What follows belongs to an exercise in optimizing a design on an open flow for small area, a short achievable clock period and few clock cycles per item; a production flow would make more cautious choices. Where RTL was checked, it was by simulation tests only, not by an equivalence proof against the original. The RTL of runs 1 to 6 was laid out without a check of its function. Power and IR drop assume default switching activity.

## flow/run.sh

```bash
#!/bin/bash
# synth_recipe.tcl (not shown) runs the flow's synth.tcl, then flattens the netlist and writes it again
# the make line also repeats each setting of config.mk as NAME=value (left out here)
make -C /OpenROAD-flow-scripts/flow DESIGN_CONFIG=/design/flow/config.mk WORK_HOME=/design/flow/orfs CLKGATE_MAP_FILE= SYNTH_SCRIPT=/design/flow/synth_recipe.tcl finish
```

## flow/config.mk

```make
export PLATFORM = sky130hd
export DESIGN_NAME = ptouch_rast
export DESIGN_NICKNAME = ptouch_rast
export VERILOG_FILES = /design/flow/design.v
export SDC_FILE = /design/flow/constraint.sdc
export NUM_CORES = 4
export LEC_CHECK = 0
export CAP_MARGIN = 20
export CORE_MARGIN = 2
export CORE_UTILIZATION = 40
export SLEW_MARGIN = 20
```

## flow/constraint.sdc

```tcl
create_clock -name core_clock -period 28.0 [get_ports {clk}]
set_input_delay 5.6000 -clock core_clock [delete_from_list [all_inputs] [get_ports {clk}]]
set_output_delay 5.6000 -clock core_clock [all_outputs]
set_load 0.01 [all_outputs]
```

## flow/design.v

```verilog
module ptouch_rast (
    input  wire        clk,
    input  wire        rst,         
    input  wire [1:0]  cfg_fmt,     
    input  wire [9:0]  cfg_wd,      
    input  wire [9:0]  cfg_pd,      
    input  wire [9:0]  cfg_tp,      
    input  wire [9:0]  cfg_rm,      
    input  wire        in_valid,
    output wire        in_ready,
    input  wire [31:0] in_pix,      
    output wire        out_valid,
    input  wire        out_ready,
    output wire [7:0]  out_data,
    output wire        out_last
);
    localparam integer DEPTH = 6;           
    reg fgray, pd_nz;
    always @(posedge clk) begin
        fgray <= (cfg_fmt == 2'd0);
        pd_nz <= (cfg_pd != 10'd0);
    end
    reg        in_ready_r;
    reg  [9:0] A, B;
    reg  [8:0] C;
    reg  [2:0] iph;       
    reg        fb;        
    reg        cs;        
    wire fire = in_valid && in_ready_r;
    wire [10:0] ab   = {1'b0, A} - {1'b0, B} - 11'd2;
    wire row_pre     = !ab[10];
    wire row_band    = !row_pre && (B != 10'd0);
    wire row_last    = !row_pre && ((C == 9'd0 && A == 10'd1) || (C == 9'd1 && A == 10'd0));
    wire row_lb      = row_band && (B == 10'd1);
    wire row_sb      = row_band && (fb || iph == 3'd0);    
    reg  [9:0] A_n, B_n;
    reg  [8:0] C_n;
    reg  [2:0] iph_n;
    reg        fb_n;
    always @(*) begin
        A_n = A; B_n = B; C_n = C; iph_n = iph; fb_n = fb;
        if (row_last) begin
            A_n = cfg_wd; B_n = cfg_pd; C_n = 9'd0; iph_n = cfg_rm[2:0]; fb_n = 1'b1;
        end else if (row_pre) begin
            A_n = A - 10'd2; C_n = C + 9'd1;
        end else if (row_band) begin
            A_n = A - 10'd1; B_n = B - 10'd1; iph_n = iph + 3'd1; fb_n = 1'b0;
        end else if (C != 9'd0) begin
            C_n = C - 9'd1;
        end else begin
            A_n = A - 10'd1;
        end
    end
    always @(posedge clk) begin
        if (rst) begin
            A <= cfg_wd; B <= cfg_pd; C <= 9'd0; iph <= cfg_rm[2:0]; fb <= 1'b1;
            cs <= 1'b1;
        end else if (fire) begin
            A <= A_n; B <= B_n; C <= C_n; iph <= iph_n; fb <= fb_n;
            cs <= row_last;
        end
    end
    wire       a_one = (cfg_fmt != 2'd2);
    wire       a_lo  = !in_pix[7];
    wire [6:0] a6_in = a_one ? 7'h7f : (a_lo ? 7'd0 : in_pix[6:0]);
    wire [8:0] a3_in = {2'd0, in_pix[6:0]} + {1'd0, in_pix[6:0], 1'b0};
    reg [23:0] p0;        
    reg [6:0]  a60;       
    reg [8:0]  t30;       
    reg        v0, lb0;
    always @(posedge clk) begin
        p0  <= in_pix[31:8];
        a60 <= a6_in;
        t30 <= a_one ? 9'd381 : (a_lo ? 9'd0 : a3_in);
        v0  <= !rst && fire && row_band;
        lb0 <= row_lb;
    end
    wire [9:0] m1 = {3'b001, a60};
    wire [9:0] m2 = {2'b01, a60, 1'b0};
    wire [9:0] m3 = {1'b0, t30} + 10'd384;
    function [9:0] msel(input [1:0] d);
        msel = (d == 2'd0) ? 10'd0 : (d == 2'd1) ? m1 : (d == 2'd2) ? m2 : m3;
    endfunction
    function [15:0] mul(input [7:0] c);
        mul = {6'd0, msel(c[1:0])} + {4'd0, msel(c[3:2]), 2'd0}
            + {2'd0, msel(c[5:4]), 4'd0} + {msel(c[7:6]), 6'd0};
    endfunction
    wire [15:0] xr = mul(p0[23:16]);
    wire [15:0] xg = mul(p0[15:8]);
    wire [15:0] xb = mul(p0[7:0]);
    wire [8:0] er  = {1'b0, xr[15:8]} + {1'b0, xr[7:0]} + 9'd1;
    wire [8:0] eg  = {1'b0, xg[15:8]} + {1'b0, xg[7:0]} + 9'd1;
    wire [8:0] eb  = {1'b0, xb[15:8]} + {1'b0, xb[7:0]} + 9'd1;
    reg  [7:0] hr1, hg1, hb1;
    reg  [2:0] e1;
    reg  [8:0] t31;
    reg        gb1, v1, lb1;
    always @(posedge clk) begin
        hr1 <= xr[15:8];
        hg1 <= xg[15:8];
        hb1 <= xb[15:8];
        e1  <= {er[8], eg[8], eb[8]};
        t31 <= t30;
        gb1 <= (p0[23:16] < 8'd127);
        v1  <= !rst && v0;
        lb1 <= lb0;
    end
    wire [10:0] d  = {3'd0, hr1} + {3'd0, hg1} + {3'd0, hb1}
                   + {10'd0, e1[2]} + {10'd0, e1[1]} + {10'd0, e1[0]}
                   + {2'b11, ~t31} + 11'd1;
    wire       pbit = fgray ? gb1 : d[10];
    reg  [2:0] ph;        
    reg  [7:0] sh;
    reg        pushq, pushl;
    wire [7:0] bitv = {7'd0, pbit} << (3'd7 - ph);
    always @(posedge clk) begin
        if (rst) begin
            ph    <= cfg_rm[2:0];
            sh    <= 8'd0;
            pushq <= 1'b0;
            pushl <= 1'b0;
        end else begin
            pushq <= 1'b0;
            if (v1) begin
                sh    <= pushq ? bitv : (sh | bitv);
                pushq <= (ph == 3'd7) || lb1;
                pushl <= lb1;
                ph    <= lb1 ? cfg_rm[2:0] : ph + 3'd1;
            end else if (pushq) begin
                sh <= 8'd0;
            end
        end
    end
    reg [8:0] fm [0:DEPTH-1];
    reg [2:0] wp, rp;
    reg [2:0] fcnt;
    wire      fne  = (fcnt != 3'd0);
    wire [8:0] head = fm[rp];
    always @(posedge clk) begin
        if (pushq) fm[wp] <= {pushl, sh};
    end
    reg       ov, ol;
    reg [7:0] ob;
    reg [6:0] L, T;       
    reg       bdone;      
    reg [1:0] pend;       
    reg [2:0] nb;         
    assign out_valid = ov;
    assign out_data  = ob;
    assign out_last  = ol;
    assign in_ready  = in_ready_r;
    wire emit_zero = (L != 7'd0) || !pd_nz || bdone;
    wire go0       = (pend != 2'd0) && (emit_zero || fne);    
    wire ld        = !ov || out_ready;                         
    wire go        = go0 && ld;
    wire pop       = go && !emit_zero;
    wire line_end  = go && (T == 7'd1);
    function irdy(input f, input l);
        reg [2:0] nbx;
        reg [1:0] pdx;
        reg       csx;
        begin
            nbx  = nb + {2'd0, f && row_sb} - {2'd0, l && go0 && !emit_zero};
            pdx  = pend + {1'b0, f && cs} - {1'b0, l && go0 && (T == 7'd1)};
            csx  = f ? row_last : cs;
            irdy = (nbx != DEPTH) && !(csx && pdx == 2'd2);
        end
    endfunction
    wire ir00 = irdy(1'b0, 1'b0);
    wire ir01 = irdy(1'b0, 1'b1);
    wire ir10 = irdy(1'b1, 1'b0);
    wire ir11 = irdy(1'b1, 1'b1);
    wire pop1  = go0 && !emit_zero;              
    wire lend1 = go0 && (T == 7'd1);             
    wire [2:0] fcnt_0 = fcnt + {2'd0, pushq};
    wire [2:0] fcnt_1 = fcnt + {2'd0, pushq} - {2'd0, pop1};
    wire [1:0] pend_00 = pend;
    wire [1:0] pend_01 = pend - {1'b0, lend1};
    wire [1:0] pend_10 = pend + {1'b0, cs};
    wire [1:0] pend_11 = pend + {1'b0, cs} - {1'b0, lend1};
    wire [2:0] nb_00 = nb;
    wire [2:0] nb_01 = nb - {2'd0, pop1};
    wire [2:0] nb_10 = nb + {2'd0, row_sb};
    wire [2:0] nb_11 = nb + {2'd0, row_sb} - {2'd0, pop1};
    wire ir_n = fire ? (ld ? ir11 : ir10) : (ld ? ir01 : ir00);
    always @(posedge clk) begin
        if (rst) begin
            ov    <= 1'b0;
            ol    <= 1'b0;
            ob    <= 8'd0;
            L     <= cfg_rm[9:3];
            T     <= cfg_tp[9:3];
            bdone <= 1'b0;
            pend  <= 2'd0;
            nb    <= 3'd0;
            wp    <= 3'd0;
            rp    <= 3'd0;
            fcnt  <= 3'd0;
            in_ready_r <= 1'b1;
        end else begin
            if (ov && out_ready) ov <= 1'b0;
            if (go) begin
                ov <= 1'b1;
                ob <= emit_zero ? 8'd0 : head[7:0];
                ol <= (T == 7'd1);
                if (L != 7'd0) L <= L - 7'd1;
                if (pop && head[8]) bdone <= 1'b1;
                if (T == 7'd1) begin
                    L     <= cfg_rm[9:3];
                    T     <= cfg_tp[9:3];
                    bdone <= 1'b0;
                end else begin
                    T <= T - 7'd1;
                end
            end
            if (pushq) wp <= (wp == DEPTH - 1) ? 3'd0 : wp + 3'd1;
            if (pop)   rp <= (rp == DEPTH - 1) ? 3'd0 : rp + 3'd1;
            fcnt <= ld ? fcnt_1 : fcnt_0;
            pend <= fire ? (ld ? pend_11 : pend_10) : (ld ? pend_01 : pend_00);
            nb   <= fire ? (ld ? nb_11 : nb_10) : (ld ? nb_01 : nb_00);
            in_ready_r <= ir_n;
        end
    end
endmodule
```

==> qor.yml, run 1 <==
outcome: "timing/DRC/antenna clean"
path_clk_slew_ns: 0.06
dpl.cell_count: 2084
fin_cells: 2134
crit_chain: "clkdlybuf4s50_1 > nand2b_1 > nor2b_1 > nand3_1 > or3b_2 > a21oi_1"
netlist_instances: 1550
synth_warnings: 1
synth_common_cells: "ha_1 (163), inv_1 (146), nand2_1 (144)"
core_area_sq_um: 38500
ios: 89
die_h_microns: 201
async_flop_share: 0
rsz0062_at_grt: "false"
synth_cell_types: 70
clkSinkCount: 226
fmax_ghz: 0.128
overflow: 0
cap_violations: 0
drive_above_1_share: 0.101
syn-num-nets: 1848
regToRegSetupSlack_ns: 22.30
syn_area_per_cell_sq_um: 10.0
slew-limit-headroom: 0.334
drv_slew: 0
synth_top_area_frac: 0.182
clockBufferDepth: 3
die_area_sq_um: 40400
max-vdd-ir-drop_mv: 0.0585
hold_class: "reg2reg"
filler_cell_count: 3713
postRouteWirelength_microns: 35000
drc_errors: 0
first_global_vias: 11500
cpMaxStageDelayCell: "nor2b_1"
yosys.area.top_type: "edfxtp_1"
num_vias: 11200
grt_usage: 0.174
root_buffer: "clkbuf_16"
synth-seq-area-share: 0.352
setup-tns-final_ns: 0
yosysMostFrequentCell: "ha_1"
dp_hpwl_microns: 25400
critPathCaptureType: "flip-flop"
cts_hold_buffers: 0
skew_ns: 0.0117
worst-path-stages: 6
wl_met1_microns: 16100
firstDrtPassIters: 5
r2r_cells: 20
wl_met2_microns: 16500
synthToLayoutAreaGrowth_pct: 13.7
crit_buf_inv: 1
holdPathStages: 0
cts_tree: "yes"
cts_max_level: 1
nets: 1893
die_x_microns: 201
hold_viol: 0
syn_area_sq_um: 15500
critPathArrivalTime_ns: 8.29
crit_fanout: 20
antenna_found_initial: 0
gp_congestion: 0.819
grt_start_max_net_pins: 50
r2r-start: "t30[7]"
postCtsSetupBuffers: 0
cts-resized-gates: 0
cts_buffers: 27
setup.worst_path.start: "out_ready"
ant_nets: 0
synth.area.top_cells: "edfxtp_1 (18%), dfxtp_1 (17%), ha_1 (13%)"
vias_per_cell: 5.26
multiInputGateArea_sq_um: 9240
powerDensity_nw_per_um2: 89.4
dr_wl_met3_microns: 1480
crit_required_ns: 28.48
maxUsedRoutingLayer: "met4"
synth_edf_count: 94
drtIter0Drc: 632
crit_end: "rp[2]"
synth_seq_cells: 226
r2r_end: "e1[0]"
start_util: 0.404
tightest_slew_ns: 0.997
regArea_sq_um: 5470
routedWlPerCell_microns: 16.4
cp_top_family: "simple AND/OR/NAND/NOR gates"
io_buffers: 85
critPathLaunchType: "input pin"
clk_latency_ns: 0.57
path_class: "in2reg"
grt_pass1_wl_microns: 58300
post-route-period-util: 0.279
diodes: 0
synth_ff_type: "dfxtp_1"
rows: 72
slowest_delay_ns: 0.71
leakage_nw: 7.34
finalSetupViolCount: 0
period_needed_ns: 7.81
final cells by class:
type | instances | area share
Sequential cell | 226 | 0.309
Clock buffer | 36 | 0.0414
Multi-Input combinational cell | 1098 | 0.523
Tap cell | 518 | 0.0367
Inverter | 146 | 0.0310
Timing Repair Buffer | 96 | 0.0526
Clock inverter | 14 | 0.00602
routing by layer:
metal,track usage,vias up
met3,0.0259,58
li1,-,5581
met2,0.298,228
met4,0.0534,0
met5,0,-
met1,0.228,5357
how the worst min path moves through the flow:
| stage | from | endpoint | slack (ns) |
|---|---|---|---|
| 2_1_floorplan | lb0 | lb1 | 0.31 |
| 3_3_place_gp | lb0 | lb1 | 0.31 |
| 3_5_place_dp | lb0 | lb1 | 0.32 |
| 4_1_cts | lb0 | lb1 | 0.34 |
| 5_1_grt | lb0 | lb1 | 0.34 |
| 6_report | lb0 | lb1 | 0.33 |
kinds of logic after synthesis:
logic type | after synthesis | synth area share
compound gates | 312 | 0.140
xor+xnor | 73 | 0.0421
fa+ha+maj | 220 | 0.205
buf+inv | 226 | 0.0560
flops | 226 | 0.352
mux | 106 | 0.0841
simple gates | 387 | 0.121
metrics by stage:
stage / setup WS [ns] / hold WS, ns / power [mW] / util / instance area [sq um]
floorplan: 20.71 / 0.310 / 1.07 / - / 15500
global placement: 19.66 / 0.311 / 1.24 / 0.437 / 16800
detailed placement: 19.62 / 0.320 / 1.25 / 0.437 / 16800
CTS: 20.22 / 0.335 / 1.60 / 0.459 / 17700
global route: 20.02 / 0.344 / 1.74 / 0.459 / 17700
finish: 20.19 / 0.333 / 1.58 / 0.459 / 17700
registers in the layout, summed over array words and instances, names as in the netlist, 9 cells and up, named ones only:
| signal | flops |
|---|---|
| A | 10 |
| C | 9 |
| p0 | 24 |
| fm | 54 |
| t31 | 9 |
| B | 10 |
power breakdown:
part / internal, mW / switching (mW) / total (mW)
registers: 0.407 / 0.0505 / 0.458
logic: 0.354 / 0.435 / 0.790
clock network: 0.186 / 0.145 / 0.331
total: 0.948 / 0.631 / 1.58
worst reg2reg max path: stages, from the launching register on:
cell,delay (ns)
dfxtp_1,0.31
buf_4,0.26
inv_1,0.08
ha_1,0.69
a21boi_0,0.30
fa_1,0.59
inv_1,0.06
fa_1,0.53
inv_1,0.04
ha_1,0.33
o21a_1,0.20
o21a_1,0.18
and3_1,0.18
a211oi_1,0.37
xnor2_1,0.26
ha_1,0.32
a21o_1,0.18
a21oi_1,0.17
inv_1,0.06
a211o_1,0.26
a31o_2,0.22
placed cells by master (no fill, tap or decap), types with 13 or more instances in the layout:
cell type and instances:
clkdlybuf4s50_1 84, nor2b_1 30, xor2_1 25, nand3_1 15, nand2b_1 14, inv_1 146, nor2_1 78, clkbuf_16 28
mux2i_1 18, a21o_1 13, a22o_1 58, nand2_1 144, a21boi_0 15, nor3_1 17, edfxtp_1 94, fa_1 57
dfxtp_1 132, mux2_2 76, a22oi_1 16, ha_1 163, and2_1 13, a31oi_1 19, a21oi_1 66, o21ai_0 56
xnor2_1 46
==> run 2, diff against run 1 <==
--- a/flow/design.v
+++ b/flow/design.v
@@ -65,6 +65,4 @@
     wire [6:0] a6_in = a_one ? 7'h7f : (a_lo ? 7'd0 : in_pix[6:0]);
-    wire [8:0] a3_in = {2'd0, in_pix[6:0]} + {1'd0, in_pix[6:0], 1'b0};
     reg [23:0] p0;        
     reg [6:0]  a60;       
-    reg [8:0]  t30;       
     reg        v0, lb0;
@@ -73,3 +71,2 @@
         a60 <= a6_in;
-        t30 <= a_one ? 9'd381 : (a_lo ? 9'd0 : a3_in);
         v0  <= !rst && fire && row_band;
@@ -79,2 +76,3 @@
     wire [9:0] m2 = {2'b01, a60, 1'b0};
+    wire [8:0] t30 = {2'd0, a60} + {1'd0, a60, 1'b0};     
     wire [9:0] m3 = {1'b0, t30} + 10'd384;
==> run 2 against run 1 <==
Via count barely moved. Synthesized cell count decreased by 0.19%. Critical endpoint is now A[8]. Critical path type unchanged. Power increased by 4.9%. Cell count about the same. Clock power increased by 6.9%. Largest cell class unchanged. Core utilization increased by 0.63 points. Wire length down 2.2%.
==> qor.yml, run 2 <==
skew_ns: 0.0163
clk_latency_ns: 0.55
postLayoutCellArea_sq_um: 17500
synth.area.top_cells: "edfxtp_1 (18%), dfxtp_1 (16%), ha_1 (13%)"
cts_hold_buffers: 0
tightest_slew_ns: 0.932
crit_buf_inv: 4
synth_top_area_frac: 0.185
global_route.usage.met1: 0.231
synthToLayoutAreaGrowth_pct: 14.8
syn-num-nets: 1846
cap_violations: 0
syn_area_per_cell_sq_um: 9.88
drtIter0Drc: 518
critPathCaptureType: "flip-flop"
fmax_ghz: 0.138
reg.largest.list: "fm x54, p0 x24"
gp_congestion: 0.852
ant_nets: 0
grt_start_max_net_pins: 39
synth_warnings: 1
cts_buffers: 25
use_met3: 0.0250
postCtsSetupBuffers: 0
synth-seq-area-share: 0.347
powerDensity_nw_per_um2: 94.5
rsz0062_at_grt: "false"
crit_required_ns: 28.30
die_x_microns: 199
clockBufferDepth: 3
postRouteWirelength_microns: 34200
leakage_nw: 7.31
synth_edf_count: 94
synth_common_cells: "ha_1 (164), nand2_1 (141), inv_1 (137)"
antenna_found_initial: 0
nets: 1902
diodes: 0
path_clk_slew_ns: 0.06
cts_max_level: 1
grt_usage: 0.175
syn_area_sq_um: 15300
rows: 71
crit_fanout: 38
start_util: 0.406
synth_cell_types: 77
yosysMostFrequentCell: "ha_1"
die_area_sq_um: 39800
synth_seq_cells: 218
cpMostUsedCell: "buf_4"
critPathLaunchType: "input pin"
dp_hpwl_microns: 25000
yosys.area.top_type: "edfxtp_1"
drive_above_1_share: 0.0876
place_area_sq_um: 16600
routedWlPerCell_microns: 16.0
vias_per_cell: 5.26
critPathArrivalTime_ns: 7.56
overflow: 0
max-vdd-ir-drop_mv: 0.0551
io_buffers: 85
ios: 89
setup-tns-final_ns: 0
netlist_instances: 1547
cts_tree: "yes"
final_common_cell: "ha_1"
die_h_microns: 199
grt-busiest-layer: "met2"
filler_cell_count: 3561
num_vias: 11200
cpMaxStageDelayCell: "clkdlybuf4s50_1"
firstDrtPassIters: 5
drc_errors: 0
cts-resized-gates: 0
largest_reg_flops: 54
clkSinkCount: 218
root_buffer: "clkbuf_16"
cp_top_family: "buffers and inverters"
hold_class: "reg2reg"
mostFrequentLayoutCells: "ha_1 (164), nand2_1 (141), inv_1 (137)"
first_global_vias: 11200
path_class: "in2reg"
gr-usage-met2: 0.299
top_register: "fm"
core_area_sq_um: 37700
async_flop_share: 0
drv_slew: 0
slew-limit-headroom: 0.376
synth_ff_type: "dfxtp_1"
outcome: "timing/DRC/antenna clean"
post-route-period-util: 0.260
crit_chain: "clkdlybuf4s50_1 > buf_4 > inv_1 > o21ai_2 > buf_4 > nor4b_1 > a211o_1"
period_needed_ns: 7.27
grt_pass1_wl_microns: 56500
finalSetupViolCount: 0
slowest_delay_ns: 0.46
hold_viol: 0
run 2: area by class of cell:
cell class	instances	area, sq um	share of cell area
Timing Repair Buffer	105	1000	0.0571
Clock inverter	15	221	0.0126
Clock buffer	30	676	0.0385
Inverter	138	518	0.0295
Multi-Input combinational cell	1115	9180	0.523
Tap cell	511	639	0.0365
Sequential cell	218	5310	0.303
run 2: path summary, 6_finish.rpt:
check | endpoint | depth (start not counted) | from | slack, ns
setup / recovery | A[8] | 7 | rst | 20.73
hold / removal | lb1 | 0 | lb0 | 0.34
setup reg to reg | e1[2] | 28 | a60[0] | 20.93
hold reg to reg | lb1 | 0 | lb0 | 0.34
run 2: worst register-to-register path, delay by kind of cell (launching register included):
kind / cells / cell delay (ns)
compound gates: 11 / 2.15
buf+inv: 6 / 0.72
simple gates: 2 / 0.25
flops: 1 / 0.30
xor+xnor: 2 / 0.48
fa+ha+maj: 7 / 3.07
run 2: power breakdown:
part | switching, mW | total (mW) | leakage, nW | internal (mW)
combinational | 0.469 | 0.857 | 4.95 | 0.388
sequential | 0.0515 | 0.447 | 1.92 | 0.395
clock | 0.134 | 0.354 | 0.439 | 0.219
run 2: metrics by stage:
stage                util  std cells  total power, mW  worst slack [ns]  hold WS, ns
finish              0.466       2132             1.66             20.73        0.339
floorplan               -       1547             1.11             20.71        0.310
CTS                 0.466       2132             1.68             20.72        0.346
global placement    0.442       2087             1.29             20.14        0.313
global route        0.466       2132             1.82             20.41        0.346
detailed placement  0.442       2087             1.31             20.15        0.314
run 2: per-layer routing:
metal	up-vias	wire, microns
met1	5321	16000
li1	5627	-
met2	218	15900
met5	-	0
met4	0	801
met3	52	1440
run 2: kinds of logic after synthesis:
logic type,after synthesis,synth area share
AO/OA/AOI/OAI,344,0.153
XOR/XNOR,71,0.0407
adder cells (fa/ha/maj),221,0.209
buffers and inverters,214,0.0554
flip-flops,218,0.347
multiplexers,78,0.0645
AND/OR/NAND/NOR,401,0.130
==> run 3, diff against run 2 <==
--- a/flow/design.v
+++ b/flow/design.v
@@ -22,2 +22,4 @@
     end
+    reg        rst_q;
+    always @(posedge clk) rst_q <= rst;
     reg        in_ready_r;
@@ -54,3 +56,3 @@
     always @(posedge clk) begin
-        if (rst) begin
+        if (rst_q) begin
             A <= cfg_wd; B <= cfg_pd; C <= 9'd0; iph <= cfg_rm[2:0]; fb <= 1'b1;
@@ -71,3 +73,3 @@
         a60 <= a6_in;
-        v0  <= !rst && fire && row_band;
+        v0  <= !rst_q && fire && row_band;
         lb0 <= row_lb;
@@ -102,3 +104,3 @@
         gb1 <= (p0[23:16] < 8'd127);
-        v1  <= !rst && v0;
+        v1  <= !rst_q && v0;
         lb1 <= lb0;
@@ -114,3 +116,3 @@
     always @(posedge clk) begin
-        if (rst) begin
+        if (rst_q) begin
             ph    <= cfg_rm[2:0];
@@ -184,4 +186,3 @@
     always @(posedge clk) begin
-        if (rst) begin
-            ov    <= 1'b0;
+        if (rst_q) begin
             ol    <= 1'b0;
@@ -196,7 +197,4 @@
             fcnt  <= 3'd0;
-            in_ready_r <= 1'b1;
-        end else begin
-            if (ov && out_ready) ov <= 1'b0;
+        end else begin
             if (go) begin
-                ov <= 1'b1;
                 ob <= emit_zero ? 8'd0 : head[7:0];
@@ -218,2 +216,11 @@
             nb   <= fire ? (ld ? nb_11 : nb_10) : (ld ? nb_01 : nb_00);
+        end
+    end
+    always @(posedge clk) begin
+        if (rst || rst_q) begin
+            ov         <= 1'b0;
+            in_ready_r <= !rst;
+        end else begin
+            if (ov && out_ready) ov <= 1'b0;
+            if (go) ov <= 1'b1;
             in_ready_r <= ir_n;
==> run 3 against run 2 <==
Largest cell class unchanged. Combinational power shrank 18%. Design area shrank 0.73%. First-iteration DRC count is 28% higher. Highest routed layer unchanged. Still clean on timing, DRC and antenna.
==> qor.yml, run 3 <==
seqPwrFrac: 0.283
skew_ns: 0.00848
r2r_cells: 27
synth_top_area_frac: 0.186
syn_area_sq_um: 15200
final_common_cell: "ha_1"
crit_end: "e1[2]"
crit_required_ns: 28.44
power_mw: 1.45
dp_hpwl_microns: 24600
fmax_ghz: 0.130
clkSinkCount: 219
synthToLayoutAreaGrowth_pct: 14.5
drv_slew: 0
start_util: 0.405
routedWlPerCell_microns: 15.7
swShare: 0.375
cap_violations: 0
critPathArrivalTime_ns: 8.15
leakage_nw: 7.33
setup.worst_path.start: "a60[3]"
mostFrequentLayoutCells: "ha_1 (164), nand2_1 (139), inv_1 (134)"
num_vias: 11200
max-vdd-ir-drop_mv: 0.0550
grt_pass1_wl_microns: 55400
netlist_instances: 1561
yosys.area.top_type: "edfxtp_1"
crit_fanout: 26
grt_start_max_net_pins: 53
first_global_vias: 10800
core_area_sq_um: 37600
regToRegSetupSlack_ns: 20.28
hold_class: "reg2reg"
synth_warnings: 1
rows: 71
worst_slack_ns: 20.28
r2r-start: "a60[3]"
cpMostUsedCell: "inv_1"
synth_edf_count: 94
antenna_found_initial: 0
p_comb_frac: 0.484
tightest_slew_ns: 1.18
powerDensity_nw_per_um2: 83.1
switchingPower_uw: 543
p_int_uw: 904
gp_congestion: 0.824
path_class: "reg2reg"
slew-limit-headroom: 0.214
outcome: "timing/DRC/antenna clean"
die_h_microns: 199
pre_cts_ws_ns: 20.28
dpl.cell_count: 2096
largest_reg_flops: 54
die_area_sq_um: 39600
reg.largest.list: "fm x54, p0 x24"
hold_viol: 0
synth_seq_cells: 219
clkPwrFrac: 0.234
period_needed_ns: 7.72
vias_per_cell: 5.21
clockBufferDepth: 3
overflow: 0
drive_above_1_share: 0.0827
cts_hold_buffers: 0
cpMaxStageDelayCell: "dfxtp_1"
slowest_delay_ns: 1.10
drtIter0Drc: 661
drc_errors: 0
critPathCaptureType: "flip-flop"
root_buffer: "clkbuf_16"
filler_cell_count: 3565
postRouteWirelength_microns: 33600
syn-num-nets: 1860
grt_usage: 0.173
finalSetupViolCount: 0
nets: 1912
synth_cell_types: 65
diodes: 0
cts_tree: "yes"
cts-resized-gates: 0
yosysMostFrequentCell: "ha_1"
cts_max_level: 1
fin_cells: 2143
critPathLaunchType: "flip-flop"
clk_latency_ns: 0.55
cts_buffers: 26
top_register: "fm"
io_buffers: 85
path_clk_slew_ns: 0.06
syn_area_per_cell_sq_um: 9.74
ant_nets: 0
async_flop_share: 0
ios: 89
rsz0062_at_grt: "false"
fin_util: 0.463
synth_common_cells: "ha_1 (164), nand2_1 (139), inv_1 (134)"
die_x_microns: 199
synth.area.top_cells: "edfxtp_1 (19%), dfxtp_1 (16%), ha_1 (13%)"
synth_ff_type: "dfxtp_1"
r2r_end: "e1[2]"
synth-seq-area-share: 0.350
post-route-period-util: 0.276
postCtsSetupBuffers: 0
setup-tns-final_ns: 0
firstDrtPassIters: 5
run 3: cell count changes in the layout (fill, tap and decap cells not counted), sizes merged, moves of 8 or more:
cell / previous run / this run
a22o: 53 / 45
a21o: 14 / 28
a31oi: 20 / 29
a21oi: 79 / 92
o21ai: 72 / 85
run 3: through the flow:
| stage | hold WS (ns) | instance area (sq um) |
|---|---|---|
| 2_1_floorplan | 0.310 | 15200 |
| 3_3_place_gp | 0.316 | 16600 |
| 3_5_place_dp | 0.317 | 16600 |
| 4_1_cts | 0.331 | 17400 |
| 5_1_grt | 0.355 | 17400 |
| 6_report | 0.329 | 17400 |
run 3: power groups by stage:
| stage | combinational (mW) | sequential (mW) | clock, mW |
|---|---|---|---|
| detailed placement | 0.702 | 0.417 | 0 |
| finish | 0.700 | 0.409 | 0.338 |
| CTS | 0.711 | 0.410 | 0.347 |
| floorplan | 0.549 | 0.400 | 0 |
| global route | 0.820 | 0.415 | 0.359 |
| global placement | 0.685 | 0.416 | 0 |
run 3: layer usage:
metal  GRT usage  wire length [microns]
met4      0.0462                    809
met1       0.235                  16200
met5           0                      0
met3      0.0249                   1460
met2       0.287                  15100
run 3: critical path: cells and delay by family (launching register included):
family / cells / cell delay, ns
compound gates: 11 / 2.33
xor+xnor: 1 / 0.13
fa+ha+maj: 6 / 2.85
buf+inv: 6 / 0.57
flops: 1 / 1.10
simple gates: 3 / 0.62
run 3: how the worst min path moves through the flow:
stage | start | slack [ns] | endpoint | cells after the start
3_5_place_dp | lb0 | 0.32 | lb1 | 0
6_report | lb0 | 0.33 | lb1 | 0
2_1_floorplan | lb0 | 0.31 | lb1 | 0
3_3_place_gp | lb0 | 0.32 | lb1 | 0
4_1_cts | lb0 | 0.33 | lb1 | 0
5_1_grt | lb0 | 0.36 | lb1 | 0
run 3: layout make-up:
type | count | area, sq um | area share
clock buffers | 37 | 712 | 0.0409
clock inverters | 10 | 144 | 0.00827
inverters | 134 | 503 | 0.0289
multi-input cells | 1133 | 9130 | 0.524
flip-flops and latches | 219 | 5330 | 0.306
well taps | 511 | 639 | 0.0367
repair buffers | 99 | 956 | 0.0549
run 3: cell families (layout without fill, tap and decap cells):
group	Yosys count	after routing	synth area share
and+or+nand+nor	399	399	0.128
AOI/OAI and AO/OA	371	371	0.158
adders and majority gates	221	221	0.210
DFF	219	219	0.350
buffers and inverters	209	280	0.0519
muxes	76	76	0.0637
xor gates and xnor gates	66	66	0.0380
==> run 4, diff against run 3 <==
==> flow/flow/run.sh (new file) <==
#!/bin/bash
# The standard layout, with plain buffers (buf_2) on the ports instead of
# the delay cells buffer_ports picks by default.
set -euo pipefail
export BUFFER_PORTS_ARGS="-buffer_cell sky130_fd_sc_hd__buf_2"
bash standard.sh > standard.log 2>&1
==> flow/standard.sh (new file) <==
#!/bin/bash
# synth_recipe.tcl (not shown) runs the flow's synth.tcl, then flattens the netlist and writes it again
# the make line also repeats each setting of config.mk as NAME=value (left out here)
make -C /OpenROAD-flow-scripts/flow DESIGN_CONFIG=/design/flow/config.mk WORK_HOME=/design/flow/orfs CLKGATE_MAP_FILE= SYNTH_SCRIPT=/design/flow/synth_recipe.tcl "${@:-finish}"
removed: flow/run.sh
==> run 4 against run 3 <==
Clock power about the same. Non-clock buffer count rose by 2. Hold slack worse by 0.0018 ns. Wire length is 0.49% higher. Critical path type unchanged. Clock-buffer cell count decreased by 2. Fmax increased by 4.8%. Die area stayed put. Highest routed layer unchanged.
==> qor.yml, run 4 <==
outcome: "timing/DRC/antenna clean"
nets: 1914
drc_errors: 0
synth_seq_cells: 219
postCtsSetupBuffers: 0
post-route-period-util: 0.263
cts_hold_buffers: 0
r2r-start: "a60[1]"
cts-resized-gates: 0
setup-tns-final_ns: 0
gp_congestion: 0.860
synth.area.mux_share: 0.0637
synth_common_cells: "ha_1 (164), nand2_1 (139), inv_1 (134)"
grt_start_max_net_pins: 53
firstDrtPassIters: 5
synth_ff_type: "dfxtp_1"
synthToLayoutAreaGrowth_pct: 11.8
netlist_instances: 1561
clockBufferDepth: 3
antenna_found_initial: 0
hold_viol: 0
drv_slew: 0
mostFrequentLayoutCells: "ha_1 (164), nand2_1 (139), inv_1 (134)"
cts_max_level: 1
rows: 71
yosysMostFrequentCell: "ha_1"
clkSinkCount: 219
r2r_cells: 27
tightest_slew_ns: 1.05
synth_top_area_frac: 0.186
synth.area.top_cells: "edfxtp_1 (19%), dfxtp_1 (16%), ha_1 (13%)"
crit_required_ns: 28.44
synth_edf_count: 94
finalSetupViolCount: 0
overflow: 0
num_vias: 11200
vias_per_cell: 5.23
first_global_vias: 10900
async_flop_share: 0
synth-simple-area-share: 0.128
synthAdderAreaFrac: 0.210
start_util: 0.405
synth_warnings: 1
drtIter0Drc: 635
dpl.cell_count: 2098
critPathCaptureType: "flip-flop"
leakage_nw: 7.36
die_area_sq_um: 39600
clk_latency_ns: 0.55
largest_reg_flops: 54
slew-limit-headroom: 0.301
ios: 89
grt_pass1_wl_microns: 55700
postRouteWirelength_microns: 33800
critPathArrivalTime_ns: 7.80
syn-num-nets: 1860
skew_ns: 0.0107
path_clk_slew_ns: 0.06
synth_top_family_by_area: "adder cells"
yosys.area.top_type: "edfxtp_1"
syn_area_sq_um: 15200
synth_cell_types: 65
powerDensity_nw_per_um2: 85.1
die_h_microns: 199
routedWlPerCell_microns: 15.7
period_needed_ns: 7.36
drive_above_1_share: 0.136
top_register: "fm"
rsz0062_at_grt: "false"
synth-xor-area-share: 0.0380
core_area_sq_um: 37600
die_x_microns: 199
postLayoutCellArea_sq_um: 17000
cts_tree: "yes"
cts_buffers: 26
root_buffer: "clkbuf_16"
cap_violations: 0
path_class: "reg2reg"
regToRegSetupSlack_ns: 20.64
max-vdd-ir-drop_mv: 0.0556
crit_fanout: 27
critPathLaunchType: "flip-flop"
synth_compound_area_frac: 0.158
r2r_end: "e1[2]"
fin_cells: 2146
setup.worst_path.start: "a60[1]"
reg.largest.list: "fm x54, p0 x24"
crit_end: "e1[2]"
syn_area_per_cell_sq_um: 9.74
diodes: 0
hold_class: "reg2reg"
io_buffers: 85
grt_usage: 0.173
dp_hpwl_microns: 24800
synth-seq-area-share: 0.350
place_area_sq_um: 16100
fmax_ghz: 0.136
final_common_cell: "ha_1"
ant_nets: 0
-- run 4: cell counts after synthesis --
No cell type changed its count.
-- run 4: routing by layer --
layer	share of wire	up-vias	track usage
met5	0	-	0
met4	0.034	0	0.0614
met3	0.048	75	0.0278
met2	0.45	268	0.285
met1	0.47	5236	0.231
li1	-	5655	-
-- run 4: how the worst min path moves through the flow --
stage / start / endpoint / cells past startpoint
detailed placement: lb0 / lb1 / 0
finish: lb0 / lb1 / 0
CTS: lb0 / lb1 / 0
floorplan: lb0 / lb1 / 0
global route: lb0 / lb1 / 0
global placement: lb0 / lb1 / 0
-- run 4: critical path: stages, from the launching register on --
cell and delay [ns]:
dfxtp_1 0.65, ha_1 0.40, fa_1 0.40, a21o_1 0.18, a21oi_1 0.28, inv_1 0.07
a21oi_1 0.15, o21bai_1 0.08, xor2_1 0.17, inv_1 0.07, ha_1 0.65, a21boi_0 0.24
fa_1 0.58, inv_1 0.06, fa_1 0.52, inv_1 0.04, ha_1 0.34, a21boi_0 0.16
o21ai_0 0.17, nand2b_1 0.10, a31oi_1 0.32, nor4bb_1 0.10, or3_1 0.43, ha_1 0.33
a21oi_1 0.18, inv_1 0.06, a211o_1 0.26, a31o_2 0.23
-- run 4: through the flow --
step / power, mW / hold slack [ns] / util / setup WS (ns)
floorplan: 0.950 / 0.310 / - / 20.77
global placement: 1.09 / 0.317 / 0.430 / 20.64
detailed placement: 1.12 / 0.315 / 0.430 / 20.64
CTS: 1.47 / 0.330 / 0.452 / 20.64
global route: 1.59 / 0.335 / 0.452 / 20.01
finish: 1.45 / 0.327 / 0.452 / 20.64
-- run 4: report_power, final --
part / total (mW) / switching, mW / internal, mW / leakage, nW
clock network: 0.338 / 0.135 / 0.203 / 0.407
logic: 0.701 / 0.380 / 0.321 / 4.95
registers: 0.408 / 0.0332 / 0.375 / 2.00
total: 1.45 / 0.549 / 0.898 / 7.36
-- run 4: final cells by class --
class / instances / area [sq um]
clock inverter: 13 / 165
timing repair buffer: 101 / 546
sequential: 219 / 5330
inverter: 134 / 503
multi-input combinational: 1133 / 9130
tap: 511 / 639
fill: 3599 / 20600
clock buffer: 35 / 694
-- run 4: kinds of logic after synthesis --
logic type | Yosys count
adders and majority gates | 221
buffers and inverters | 209
muxes | 76
DFF | 219
xor gates and xnor gates | 66
AOI/OAI and AO/OA | 371
and+or+nand+nor | 399
==> run 5, diff against run 4 <==
--- a/flow/design.v
+++ b/flow/design.v
@@ -16,3 +16,4 @@
 );
-    localparam integer DEPTH = 6;           
+    localparam integer DEPTH = 5;           
+    localparam integer CAP   = DEPTH + 1;   
     reg fgray, pd_nz;
@@ -67,4 +68,6 @@
     wire [6:0] a6_in = a_one ? 7'h7f : (a_lo ? 7'd0 : in_pix[6:0]);
+    wire [8:0] a3_in = {2'd0, in_pix[6:0]} + {1'd0, in_pix[6:0], 1'b0};
     reg [23:0] p0;        
     reg [6:0]  a60;       
+    reg [8:0]  t30;       
     reg        v0, lb0;
@@ -73,2 +76,3 @@
         a60 <= a6_in;
+        t30 <= a_one ? 9'd381 : (a_lo ? 9'd0 : a3_in);
         v0  <= !rst_q && fire && row_band;
@@ -78,3 +82,2 @@
     wire [9:0] m2 = {2'b01, a60, 1'b0};
-    wire [8:0] t30 = {2'd0, a60} + {1'd0, a60, 1'b0};     
     wire [9:0] m3 = {1'b0, t30} + 10'd384;
@@ -95,3 +98,3 @@
     reg  [2:0] e1;
-    reg  [8:0] t31;
+    reg  [6:0] a61;
     reg        gb1, v1, lb1;
@@ -102,3 +105,3 @@
         e1  <= {er[8], eg[8], eb[8]};
-        t31 <= t30;
+        a61 <= a60;
         gb1 <= (p0[23:16] < 8'd127);
@@ -109,3 +112,3 @@
                    + {10'd0, e1[2]} + {10'd0, e1[1]} + {10'd0, e1[0]}
-                   + {2'b11, ~t31} + 11'd1;
+                   - {4'd0, a61} - {3'd0, a61, 1'b0};
     wire       pbit = fgray ? gb1 : d[10];
@@ -113,3 +116,4 @@
     reg  [7:0] sh;
-    reg        pushq, pushl;
+    reg        pushq, pushl;    
+    wire       push;
     wire [7:0] bitv = {7'd0, pbit} << (3'd7 - ph);
@@ -122,3 +126,3 @@
         end else begin
-            pushq <= 1'b0;
+            if (push) pushq <= 1'b0;
             if (v1) begin
@@ -128,3 +132,3 @@
                 ph    <= lb1 ? cfg_rm[2:0] : ph + 3'd1;
-            end else if (pushq) begin
+            end else if (push) begin
                 sh <= 8'd0;
@@ -137,5 +141,6 @@
     wire      fne  = (fcnt != 3'd0);
+    assign    push = pushq && (fcnt != DEPTH);
     wire [8:0] head = fm[rp];
     always @(posedge clk) begin
-        if (pushq) fm[wp] <= {pushl, sh};
+        if (push) fm[wp] <= {pushl, sh};
     end
@@ -165,3 +170,3 @@
             csx  = f ? row_last : cs;
-            irdy = (nbx != DEPTH) && !(csx && pdx == 2'd2);
+            irdy = (nbx != CAP) && !(csx && pdx == 2'd2);
         end
@@ -174,4 +179,4 @@
     wire lend1 = go0 && (T == 7'd1);             
-    wire [2:0] fcnt_0 = fcnt + {2'd0, pushq};
-    wire [2:0] fcnt_1 = fcnt + {2'd0, pushq} - {2'd0, pop1};
+    wire [2:0] fcnt_0 = fcnt + {2'd0, push};
+    wire [2:0] fcnt_1 = fcnt + {2'd0, push} - {2'd0, pop1};
     wire [1:0] pend_00 = pend;
@@ -211,3 +216,3 @@
             end
-            if (pushq) wp <= (wp == DEPTH - 1) ? 3'd0 : wp + 3'd1;
+            if (push) wp <= (wp == DEPTH - 1) ? 3'd0 : wp + 3'd1;
             if (pop)   rp <= (rp == DEPTH - 1) ? 3'd0 : rp + 3'd1;
==> run 5 against run 4 <==
Hold slack better by 0.036 ns. Synthesized cell count is 1.4% lower. Sequential share of layout area is 1.3 points lower.
==> qor.yml, run 5 <==
cpMaxStageDelayCell: "o21ai_0"
cp_top_family: "compound AO/OA/AOI/OAI gates"
synth.area.mux_share: 0.0843
swShare: 0.369
async_flop_share: 0
drc_errors: 0
crit_fanout: 19
critPathArrivalTime_ns: 7.51
cts-resized-gates: 0
yosysMostFrequentCell: "inv_1"
firstDrtPassIters: 4
synth-simple-area-share: 0.114
r2r-start: "t30[7]"
cts_hold_buffers: 0
finalSetupViolCount: 0
hold_class: "reg2reg"
synth-xor-area-share: 0.0354
rows: 71
powerDensity_nw_per_um2: 82.8
r2r_end: "e1[2]"
slew-limit-headroom: 0.290
drv_slew: 0
first_global_vias: 11100
crit_required_ns: 28.20
critPathLaunchType: "input pin"
seqPwrFrac: 0.285
syn_area_sq_um: 15400
synth_top_family_by_area: "adder cells"
pre_cts_ws_ns: 20.08
holdPathStages: 0
die_h_microns: 200
synth_compound_area_frac: 0.154
synth_cell_types: 73
cap_violations: 0
num_vias: 11200
tightest_slew_ns: 1.06
drive_above_1_share: 0.152
synth_edf_count: 85
synth_top_area_frac: 0.171
grt_usage: 0.171
ant_nets: 0
vias_per_cell: 5.28
period_needed_ns: 7.31
rsz0062_at_grt: "false"
die_x_microns: 200
path_clk_slew_ns: 0.06
post-route-period-util: 0.261
switchingPower_uw: 527
synth_common_cells: "inv_1 (166), ha_1 (164), dfxtp_1 (131)"
antenna_found_initial: 1
skew_ns: 0.0538
clkSinkCount: 216
crit_buf_inv: 1
netlist_instances: 1539
r2r_cells: 18
cts_tree: "yes"
mostFrequentLayoutCells: "inv_1 (166), ha_1 (164), dfxtp_1 (131)"
setup-tns-final_ns: 0
syn_area_per_cell_sq_um: 9.98
final_common_cell: "inv_1"
nets: 1891
grt_start_max_net_pins: 43
synthToLayoutAreaGrowth_pct: 12.3
diodes: 0
synthAdderAreaFrac: 0.216
die_area_sq_um: 40000
gp_congestion: 0.833
worst_slack_ns: 20.69
routedWlPerCell_microns: 15.9
min_from: "lb0"
hold_viol: 0
clk_latency_ns: 0.59
crit_chain: "buf_2 > nand2b_1 > o21a_1 > and2_1 > nor2_2 > o21ai_0"
core_area_sq_um: 37800
postCtsSetupBuffers: 0
root_buffer: "clkbuf_16"
io_buffers: 85
critPathCaptureType: "flip-flop"
fin_util: 0.457
cts_max_level: 1
path_class: "in2reg"
dp_hpwl_microns: 24700
fmax_ghz: 0.137
clkPwrFrac: 0.278
p_comb_frac: 0.437
max-vdd-ir-drop_mv: 0.0530
p_int_uw: 901
start_util: 0.407
synth_seq_cells: 216
worstHoldEndpoint: "lb1"
yosys.area.top_type: "dfxtp_1"
synth_ff_type: "dfxtp_1"
postRouteWirelength_microns: 33600
overflow: 0
timing.hold.ws_ns: 0.363
cts_buffers: 28
synth-seq-area-share: 0.337
synth.area.top_cells: "dfxtp_1 (17%), edfxtp_1 (17%), ha_1 (13%)"
clockBufferDepth: 3
ios: 89
reg.largest.list: "fm x45, p0 x24"
slowest_delay_ns: 0.72
top_register: "fm"
drtIter0Drc: 539
regToRegSetupSlack_ns: 22.81
outcome: "timing/DRC/antenna clean"
synth_warnings: 1
largest_reg_flops: 45
syn-num-nets: 1844
leakage_nw: 7.29
grt_pass1_wl_microns: 55600
[run 5: cell count changes after synthesis, moves of 15 or more]
cell,delta
mux2_2,+29
a21o_1,-15
a21oi_1,-26
nor2_1,-20
inv_1,+32
nand2_1,-26
[run 5: worst max path at each step]
| stage | start | to | slack (ns) | cells past startpoint |
|---|---|---|---|---|
| final | out_ready | L[0] | 20.69 | 6 |
| after global routing | out_ready | L[4] | 20.41 | 6 |
| after CTS | out_ready | L[0] | 20.68 | 6 |
| after detailed placement | out_ready | L[0] | 20.08 | 6 |
| after global placement | out_ready | L[0] | 20.08 | 6 |
| after floorplan | out_ready | L[0] | 20.63 | 6 |
[run 5: metrics by stage]
step	instance area (sq um)	power [mW]	std cells
after detailed placement	16200	1.04	2067
after floorplan	15400	0.889	1539
final	17300	1.43	2118
after global placement	16200	1.02	2067
after global routing	17300	1.57	2118
after CTS	17300	1.45	2118
[run 5: final cells by class]
cell class,instances,area [sq um]
clock inverter,15,234
timing repair buffer,92,478
fill,3588,20500
sequential,216,5170
tap,511,639
clock buffer,36,825
multi-input combinational,1082,9290
inverter,166,623
[run 5: layer usage]
metal,vias to the layer above,track usage,share of wire
met3,55,0.0235,0.037
met1,5348,0.231,0.48
met4,0,0.0447,0.020
met5,-,0,0
met2,201,0.288,0.47
li1,5574,-,-
[run 5: worst reg2reg max path: stages (launching register included)]
cell and delay [ns]:
dfxtp_1 0.75, inv_1 0.14, ha_1 0.68, a21boi_0 0.25, fa_1 0.58, inv_1 0.05
fa_1 0.54, inv_1 0.04, ha_1 0.33, a21boi_0 0.32, o21ai_0 0.13, nand2b_1 0.14
a31oi_1 0.14, o211ai_1 0.30, ha_1 0.30, a21oi_1 0.18, nand2_1 0.08, o21ai_0 0.08
a31oi_1 0.06
[run 5: cell families (layout without fill, tap and decap cells)]
| kind of cell | count (synthesis) | count (layout) |
|---|---|---|
| XOR/XNOR | 60 | 60 |
| flip-flops | 216 | 216 |
| AO/OA/AOI/OAI | 343 | 343 |
| AND/OR/NAND/NOR | 347 | 347 |
| multiplexers | 105 | 105 |
| buffers and inverters | 241 | 309 |
| adder cells (fa/ha/maj) | 227 | 227 |
[run 5: power by group through the flow]
| stage | Combinational, mW | Sequential (mW) | Clock (mW) |
|---|---|---|---|
| 2_1_floorplan | 0.496 | 0.393 | 0 |
| 3_3_place_gp | 0.611 | 0.413 | 0 |
| 3_5_place_dp | 0.628 | 0.414 | 0 |
| 4_1_cts | 0.633 | 0.408 | 0.407 |
| 5_1_grt | 0.734 | 0.413 | 0.419 |
| 6_report | 0.624 | 0.408 | 0.397 |
==> run 6, diff against run 5 <==
--- a/flow/config.mk
+++ b/flow/config.mk
@@ -9,3 +9,4 @@
 export CORE_MARGIN = 2
-export CORE_UTILIZATION = 40
+export CORE_UTILIZATION = 55
+export CTS_BUF_LIST = sky130_fd_sc_hd__clkbuf_4 sky130_fd_sc_hd__clkbuf_8
 export SLEW_MARGIN = 20
==> run 6 against run 5 <==
Still clean on timing, DRC and antenna. Clock skew shrank 0.015 ns. Hold slack worse by 0.028 ns. Worst setup slack lost 0.21 ns. Non-clock buffer count is 1 lower. Cell count is 5.4% lower. Fmax fell by 2.8%. Clock-buffer cell count increased by 20. Register-to-register slack improved by 0.17 ns. Design area fell by 2.1%. Critical endpoint unchanged. Largest power group unchanged.
==> qor.yml, run 6 <==
outcome: "timing/DRC/antenna clean"
synth-seq-area-share: 0.337
grt_start_max_net_pins: 43
grt_pass1_wl_microns: 55000
r2r_cells: 18
switchingPower_uw: 520
worstHoldEndpoint: "lb1"
drc_errors: 0
powerDensity_nw_per_um2: 80.4
seqPwrFrac: 0.300
crit_chain: "buf_2 > nand2b_1 > o21a_1 > and2_1 > nor2_2 > o21ai_0"
synth_top_area_frac: 0.171
netlist_instances: 1539
critPathArrivalTime_ns: 7.69
rsz0062_at_grt: "false"
grt_usage: 0.235
tightest_slew_ns: 1.12
gp_congestion: 0.845
slowest_delay_ns: 0.84
cpMaxStageDelayCell: "o21ai_0"
root_buffer: "clkbuf_8"
vias_per_cell: 5.58
routedWlPerCell_microns: 16.9
slew-limit-headroom: 0.251
synth_warnings: 1
final_common_cell: "inv_1"
nets: 1901
path_class: "in2reg"
postRouteWirelength_microns: 33800
critPathLaunchType: "input pin"
post-route-period-util: 0.269
postCtsSetupBuffers: 0
die_h_microns: 171
p_int_uw: 837
drv_slew: 0
async_flop_share: 0
io_buffers: 85
r2r_end: "e1[0]"
top_register: "fm"
antenna_found_initial: 2
rows: 61
crit_required_ns: 28.16
worst_slack_ns: 20.48
yosys.area.top_type: "dfxtp_1"
critPathCaptureType: "flip-flop"
clkSinkCount: 216
cts_tree: "yes"
synth_seq_cells: 216
first_global_vias: 10900
min_from: "lb0"
syn_area_sq_um: 15400
diodes: 0
syn_area_per_cell_sq_um: 9.98
dp_hpwl_microns: 25000
cts_buffers: 39
mostFrequentLayoutCells: "inv_1 (166), ha_1 (164), dfxtp_1 (130)"
die_x_microns: 171
clockBufferDepth: 3
period_needed_ns: 7.52
cts_max_level: 2
drtIter0Drc: 598
largest_reg_flops: 45
hold_viol: 0
setup-tns-final_ns: 0
syn-num-nets: 1844
start_util: 0.556
synthToLayoutAreaGrowth_pct: 9.93
synth_common_cells: "inv_1 (166), ha_1 (164), dfxtp_1 (131)"
hold_class: "reg2reg"
swShare: 0.383
ios: 89
dpl.cell_count: 1933
pre_cts_ws_ns: 19.90
timing.hold.ws_ns: 0.335
path_clk_slew_ns: 0.06
reg.largest.list: "fm x45, p0 x24"
clk_latency_ns: 0.56
fmax_ghz: 0.133
cts-resized-gates: 0
drive_above_1_share: 0.162
firstDrtPassIters: 5
crit_fanout: 19
cap_violations: 0
regToRegSetupSlack_ns: 22.98
r2r-start: "a60[2]"
ant_nets: 0
fin_cells: 2003
core_area_sq_um: 27600
overflow: 0
synth_ff_type: "dfxtp_1"
num_vias: 11200
p_comb_frac: 0.462
die_area_sq_um: 29300
cts_hold_buffers: 0
holdPathStages: 0
yosysMostFrequentCell: "inv_1"
synth_cell_types: 73
leakage_nw: 7.23
skew_ns: 0.0385
finalSetupViolCount: 0
synth.area.top_cells: "dfxtp_1 (17%), edfxtp_1 (17%), ha_1 (13%)"
clkPwrFrac: 0.239
max-vdd-ir-drop_mv: 0.0444
synth_edf_count: 85
==> run 6: cell types whose count changed in the layout (fill, tap and decap cells not counted), moves of 2 or more <==
cell       change
clkbuf_8      +42
clkbuf_1       -2
bufinv_16      -2
clkinv_1       +2
clkbuf_16     -31
clkbuf_4      +11
==> run 6: area by class of cell <==
class / count / area, sq um
fill: 2420 / 10700
tap: 378 / 473
multi-input combinational: 1082 / 9290
clock buffer: 56 / 702
sequential: 216 / 5180
clock inverter: 14 / 160
inverter: 166 / 623
timing repair buffer: 91 / 470
==> run 6: through the flow <==
stage	util	power (mW)	instance area (sq um)
after floorplan	-	0.889	15400
after global placement	0.580	1.02	16000
after detailed placement	0.580	1.04	16000
after CTS	0.611	1.37	16900
after global routing	0.611	1.49	16900
final	0.611	1.36	16900
==> run 6: power groups by stage <==
stage                     logic, mW  registers, mW  clock network (mW)
after floorplan               0.496          0.393                   0
after CTS                     0.634          0.407               0.332
final                         0.627          0.407               0.324
after detailed placement      0.629          0.413                   0
after global routing          0.737          0.412               0.344
after global placement        0.611          0.413                   0
==> run 6: how the worst max path moves through the flow <==
stage	to	slack (ns)	startpoint	cells after the start
floorplan	L[0]	20.63	out_ready	6
global placement	L[0]	19.93	out_ready	6
detailed placement	L[0]	19.90	out_ready	6
CTS	L[0]	20.47	out_ready	6
global route	L[0]	20.30	out_ready	6
finish	L[0]	20.48	out_ready	6
==> run 6: cell families (layout without fill, tap and decap cells) <==
logic type | count (synthesis) | in the layout | share of synthesized area
buffers and inverters | 241 | 327 | 0.0600
multiplexers | 105 | 105 | 0.0843
flip-flops | 216 | 216 | 0.337
XOR/XNOR | 60 | 60 | 0.0354
adder cells (fa/ha/maj) | 227 | 227 | 0.216
AO/OA/AOI/OAI | 343 | 343 | 0.154
AND/OR/NAND/NOR | 347 | 347 | 0.114
==> run 6: routing by layer <==
metal | vias up | part of all wire | global-route usage
met5 | - | 0 | 0
met4 | 0 | 0.023 | 0.0700
met3 | 62 | 0.047 | 0.0405
met2 | 258 | 0.44 | 0.376
met1 | 5261 | 0.49 | 0.326
li1 | 5599 | - | -
==> run 6: worst max-delay path: cells and delay by family <==
kind | cells | cell delay, ns
AOI/OAI and AO/OA | 2 | 1.08
buffers and inverters | 1 | 0.07
and+or+nand+nor | 3 | 0.91
==> run 7, diff against run 6 <==
--- a/flow/design.v
+++ b/flow/design.v
@@ -38,20 +38,10 @@
     wire row_sb      = row_band && (fb || iph == 3'd0);    
-    reg  [9:0] A_n, B_n;
-    reg  [8:0] C_n;
-    reg  [2:0] iph_n;
-    reg        fb_n;
-    always @(*) begin
-        A_n = A; B_n = B; C_n = C; iph_n = iph; fb_n = fb;
-        if (row_last) begin
-            A_n = cfg_wd; B_n = cfg_pd; C_n = 9'd0; iph_n = cfg_rm[2:0]; fb_n = 1'b1;
-        end else if (row_pre) begin
-            A_n = A - 10'd2; C_n = C + 9'd1;
-        end else if (row_band) begin
-            A_n = A - 10'd1; B_n = B - 10'd1; iph_n = iph + 3'd1; fb_n = 1'b0;
-        end else if (C != 9'd0) begin
-            C_n = C - 9'd1;
-        end else begin
-            A_n = A - 10'd1;
-        end
-    end
+    wire       row_postc = !row_pre && !row_band && (C != 9'd0);
+    wire [1:0] a_dec     = row_pre ? 2'd2 : {1'b0, !row_postc};
+    wire [8:0] c_inc     = row_pre ? 9'd1 : {9{row_postc}};
+    wire [9:0] A_n   = row_last ? cfg_wd      : A - {8'd0, a_dec};
+    wire [9:0] B_n   = row_last ? cfg_pd      : B - {9'd0, row_band};
+    wire [8:0] C_n   = row_last ? 9'd0        : C + c_inc;
+    wire [2:0] iph_n = row_last ? cfg_rm[2:0] : iph + {2'd0, row_band};
+    wire       fb_n  = row_last || (fb && !row_band);
     always @(posedge clk) begin
@@ -156,3 +146,5 @@
     assign in_ready  = in_ready_r;
-    wire emit_zero = (L != 7'd0) || !pd_nz || bdone;
+    wire l_nz      = (L != 7'd0);
+    wire t_one     = (T == 7'd1);
+    wire emit_zero = l_nz || !pd_nz || bdone;
     wire go0       = (pend != 2'd0) && (emit_zero || fne);    
@@ -204,13 +196,7 @@
             if (go) begin
-                ob <= emit_zero ? 8'd0 : head[7:0];
-                ol <= (T == 7'd1);
-                if (L != 7'd0) L <= L - 7'd1;
-                if (pop && head[8]) bdone <= 1'b1;
-                if (T == 7'd1) begin
-                    L     <= cfg_rm[9:3];
-                    T     <= cfg_tp[9:3];
-                    bdone <= 1'b0;
-                end else begin
-                    T <= T - 7'd1;
-                end
+                ob    <= emit_zero ? 8'd0 : head[7:0];
+                ol    <= t_one;
+                L     <= t_one ? cfg_rm[9:3] : L - {6'd0, l_nz};
+                T     <= t_one ? cfg_tp[9:3] : T - 7'd1;
+                bdone <= !t_one && (bdone || (!emit_zero && head[8]));
             end
==> flow/flow/run.sh (replaced) <==
#!/bin/bash
# The standard layout, with plain buffers (buf_2) on the ports instead of
# the delay cells buffer_ports picks by default, and a clock tree built from
# larger sink clusters without dummy loads.
set -euo pipefail
export BUFFER_PORTS_ARGS="-buffer_cell sky130_fd_sc_hd__buf_2"
export CTS_ARGS="-sink_clustering_enable -repair_clock_nets -dont_use_dummy_load -sink_clustering_size 30"
bash standard.sh > standard.log 2>&1
--- a/flow/config.mk
+++ b/flow/config.mk
@@ -9,4 +9,3 @@
 export CORE_MARGIN = 2
-export CORE_UTILIZATION = 55
-export CTS_BUF_LIST = sky130_fd_sc_hd__clkbuf_4 sky130_fd_sc_hd__clkbuf_8
+export CORE_UTILIZATION = 40
 export SLEW_MARGIN = 20
==> run 7 against run 6 <==
Non-clock buffer count grew 2. Design area shrank 0.57%. First-iteration DRC count shrank 15%. Global-route usage shrank 6.5 points. Sequential cell count is the same. Sequential power shrank 2%. Die area grew 36%. Worst setup slack gained 0.19 ns. Cell count grew 4.1%. Fmax grew 2.7%. Hold slack lost 0.015 ns.
==> qor.yml, run 7 <==
synth.area.top_cells: "dfxtp_1 (17%), edfxtp_1 (17%), ha_1 (14%)"
outcome: "timing/DRC/antenna clean"
setup-tns-final_ns: 0
die_x_microns: 200
nets: 1887
critPathLaunchType: "input pin"
diodes: 0
min_from: "lb0"
r2r_end: "e1[0]"
postLayoutCellArea_sq_um: 16800
syn_area_per_cell_sq_um: 10.0
clkPwrFrac: 0.212
mostFrequentLayoutCells: "ha_1 (168), inv_1 (162), dfxtp_1 (131)"
swShare: 0.377
yosys.area.top_type: "dfxtp_1"
switchingPower_uw: 480
hold_viol: 0
cts_buffers: 25
synth_warnings: 1
post-route-period-util: 0.262
synth_cell_types: 68
top_register: "fm"
core_area_sq_um: 37700
critPathArrivalTime_ns: 7.40
p_int_uw: 794
slowest_delay_ns: 0.71
root_buffer: "clkbuf_16"
antenna_found_initial: 0
cts-resized-gates: 0
cpMaxStageDelayCell: "nor2_1"
synth_edf_count: 85
worst_slack_ns: 20.67
firstDrtPassIters: 5
cp_top_family: "simple AND/OR/NAND/NOR gates"
fmax_ghz: 0.136
synthToLayoutAreaGrowth_pct: 9.73
clockBufferDepth: 3
async_flop_share: 0
powerDensity_nw_per_um2: 75.9
r2r-start: "t30[7]"
crit_required_ns: 28.07
cts_hold_buffers: 0
finalSetupViolCount: 0
clk_latency_ns: 0.53
largest_reg_flops: 45
ant_nets: 0
synth_top_area_frac: 0.171
start_util: 0.406
pre_cts_ws_ns: 20.08
crit_fanout: 24
yosysMostFrequentCell: "ha_1"
leakage_nw: 7.11
drv_slew: 0
routedWlPerCell_microns: 15.8
crit_chain: "buf_2 > and2_1 > nor2_1 > inv_1"
first_global_vias: 11100
postRouteWirelength_microns: 33000
rows: 71
final_common_cell: "ha_1"
drc_errors: 0
ios: 89
grt_usage: 0.169
synth_seq_cells: 216
rsz0062_at_grt: "false"
io_buffers: 85
holdPathStages: 0
postCtsSetupBuffers: 0
gp_congestion: 0.815
skew_ns: 0.0454
dp_hpwl_microns: 24200
seqPwrFrac: 0.314
netlist_instances: 1531
path_clk_slew_ns: 0.06
die_h_microns: 200
syn_area_sq_um: 15300
drtIter0Drc: 507
overflow: 0
timing.hold.ws_ns: 0.320
r2r_cells: 20
cts_max_level: 1
cts_tree: "yes"
syn-num-nets: 1842
clkSinkCount: 216
die_area_sq_um: 39800
grt_start_max_net_pins: 41
path_class: "in2reg"
hold_class: "reg2reg"
drive_above_1_share: 0.142
max-vdd-ir-drop_mv: 0.0445
period_needed_ns: 7.33
critPathCaptureType: "flip-flop"
cap_violations: 0
num_vias: 11000
synth_ff_type: "dfxtp_1"
synth_common_cells: "ha_1 (168), inv_1 (162), dfxtp_1 (131)"
reg.largest.list: "fm x45, p0 x24"
synth-seq-area-share: 0.338
grt_pass1_wl_microns: 54800
worstHoldEndpoint: "lb1"
crit_buf_inv: 2
tightest_slew_ns: 1.04
vias_per_cell: 5.27
slew-limit-headroom: 0.309
regToRegSetupSlack_ns: 22.25
p_comb_frac: 0.474
place_area_sq_um: 16200
power_mw: 1.27
run 7: changes by cell type after synthesis, sizes merged, moves of 9 or more:
cell / previous run / this run
a22o: 56 / 67
nand2: 113 / 77
nor2: 76 / 114
nor3: 14 / 33
o21ai: 76 / 44
or4: 12 / 3
xnor2: 38 / 49
run 7: through the flow:
stage | instances | util
after floorplan | 1531 | -
after global placement | 2060 | 0.429
after detailed placement | 2060 | 0.429
after CTS | 2085 | 0.446
after global routing | 2085 | 0.446
final | 2085 | 0.446
run 7: cell type report:
type                       instances  area (sq um)
tap                              511           639
sequential                       216          5170
clock buffer                      25           626
inverter                         163           612
timing repair buffer              93           485
multi-input combinational       1077          9260
fill                            3661         20900
run 7: power by group through the flow:
stage	clock (mW)	combinational [mW]	sequential (mW)
2_1_floorplan	0	0.475	0.389
3_3_place_gp	0	0.594	0.406
3_5_place_dp	0	0.605	0.406
4_1_cts	0.280	0.613	0.400
5_1_grt	0.290	0.703	0.405
6_report	0.271	0.603	0.400
run 7: cells by family after synthesis:
family                   Yosys count  share of synthesized area
AND/OR/NAND/NOR                  357                      0.115
adder cells (fa/ha/maj)          233                      0.222
AO/OA/AOI/OAI                    307                      0.138
buffers and inverters            238                     0.0585
multiplexers                     107                     0.0860
XOR/XNOR                          73                     0.0418
flip-flops                       216                      0.338
run 7: worst max-delay path by stage:
stage                         start     end  slack [ns]  depth (start not counted)
after global routing       in_valid      cs       20.45                          6
after floorplan           in_pix[0]  t30[7]       20.83                          9
after global placement     in_valid      cs       20.14                          6
final                      in_valid    B[7]       20.67                          4
after CTS                  in_valid    A[7]       20.63                          4
after detailed placement   in_valid      cs       20.08                          6
run 7: layer usage:
metal | GRT usage | wire length (microns)
met3 | 0.0258 | 1340
met1 | 0.223 | 15300
met4 | 0.0431 | 681
met2 | 0.289 | 15600
met5 | 0 | 0
run 7: worst reg2reg max path: cells and delay by family (launching register included):
kind | cells | cell delay (ns)
adders and majority gates | 5 | 2.46
AOI/OAI and AO/OA | 7 | 1.40
DFF | 1 | 0.82
and+or+nand+nor | 4 | 0.43
xor gates and xnor gates | 1 | 0.30
buffers and inverters | 3 | 0.20
Testbench counts of run 7, summed over its fixed seeds: cycles 306,604, items 303,778.

## separate check: timing with driven ports
No port has a modelled driver above. Below, the same layouts with a new extraction and two added sets of constraints. Step 1: set_driving_cell puts a clkbuf_16 on clk and a buf_2 on each other input, an assumption about the parent block. Step 2, shift: input delay + t, output delay - t, t = (earliest + latest rising clock arrival at the registers) / 2. This alone moves slack from input paths to output paths. Slacks: no drivers / after step 1 / after step 2; pairs: no drivers / after step 1.
run	t (ns)	setup WS [ns]	hold slack, ns	clock arrival spread, ns	worst register clock-pin slew, ns
run 1	0.613	20.194 / 20.217 / 19.604	0.333 / 0.333 / 0.333	0.016 / 0.017	0.06 / 0.06
run 2	0.601	20.731 / 20.761 / 20.159	0.339 / 0.339 / 0.339	0.023 / 0.023	0.07 / 0.07
run 3	0.595	20.284 / 20.284 / 20.284	0.329 / 0.329 / 0.329	0.014 / 0.014	0.06 / 0.06
run 4	0.601	20.640 / 20.640 / 20.640	0.327 / 0.327 / 0.327	0.013 / 0.014	0.06 / 0.06
run 5	0.609	20.686 / 20.714 / 20.105	0.363 / 0.363 / 0.363	0.056 / 0.057	0.07 / 0.07
run 6	0.585	20.477 / 20.505 / 19.920	0.335 / 0.335 / 0.335	0.040 / 0.040	0.07 / 0.07
run 7	0.564	20.672 / 20.703 / 20.139	0.320 / 0.320 / 0.320	0.050 / 0.050	0.06 / 0.06
After both steps every run listed still meets setup and hold. The setup slack of run 1, which loses most, moves by +0.023 ns with the drivers and by -0.590 ns with both steps.
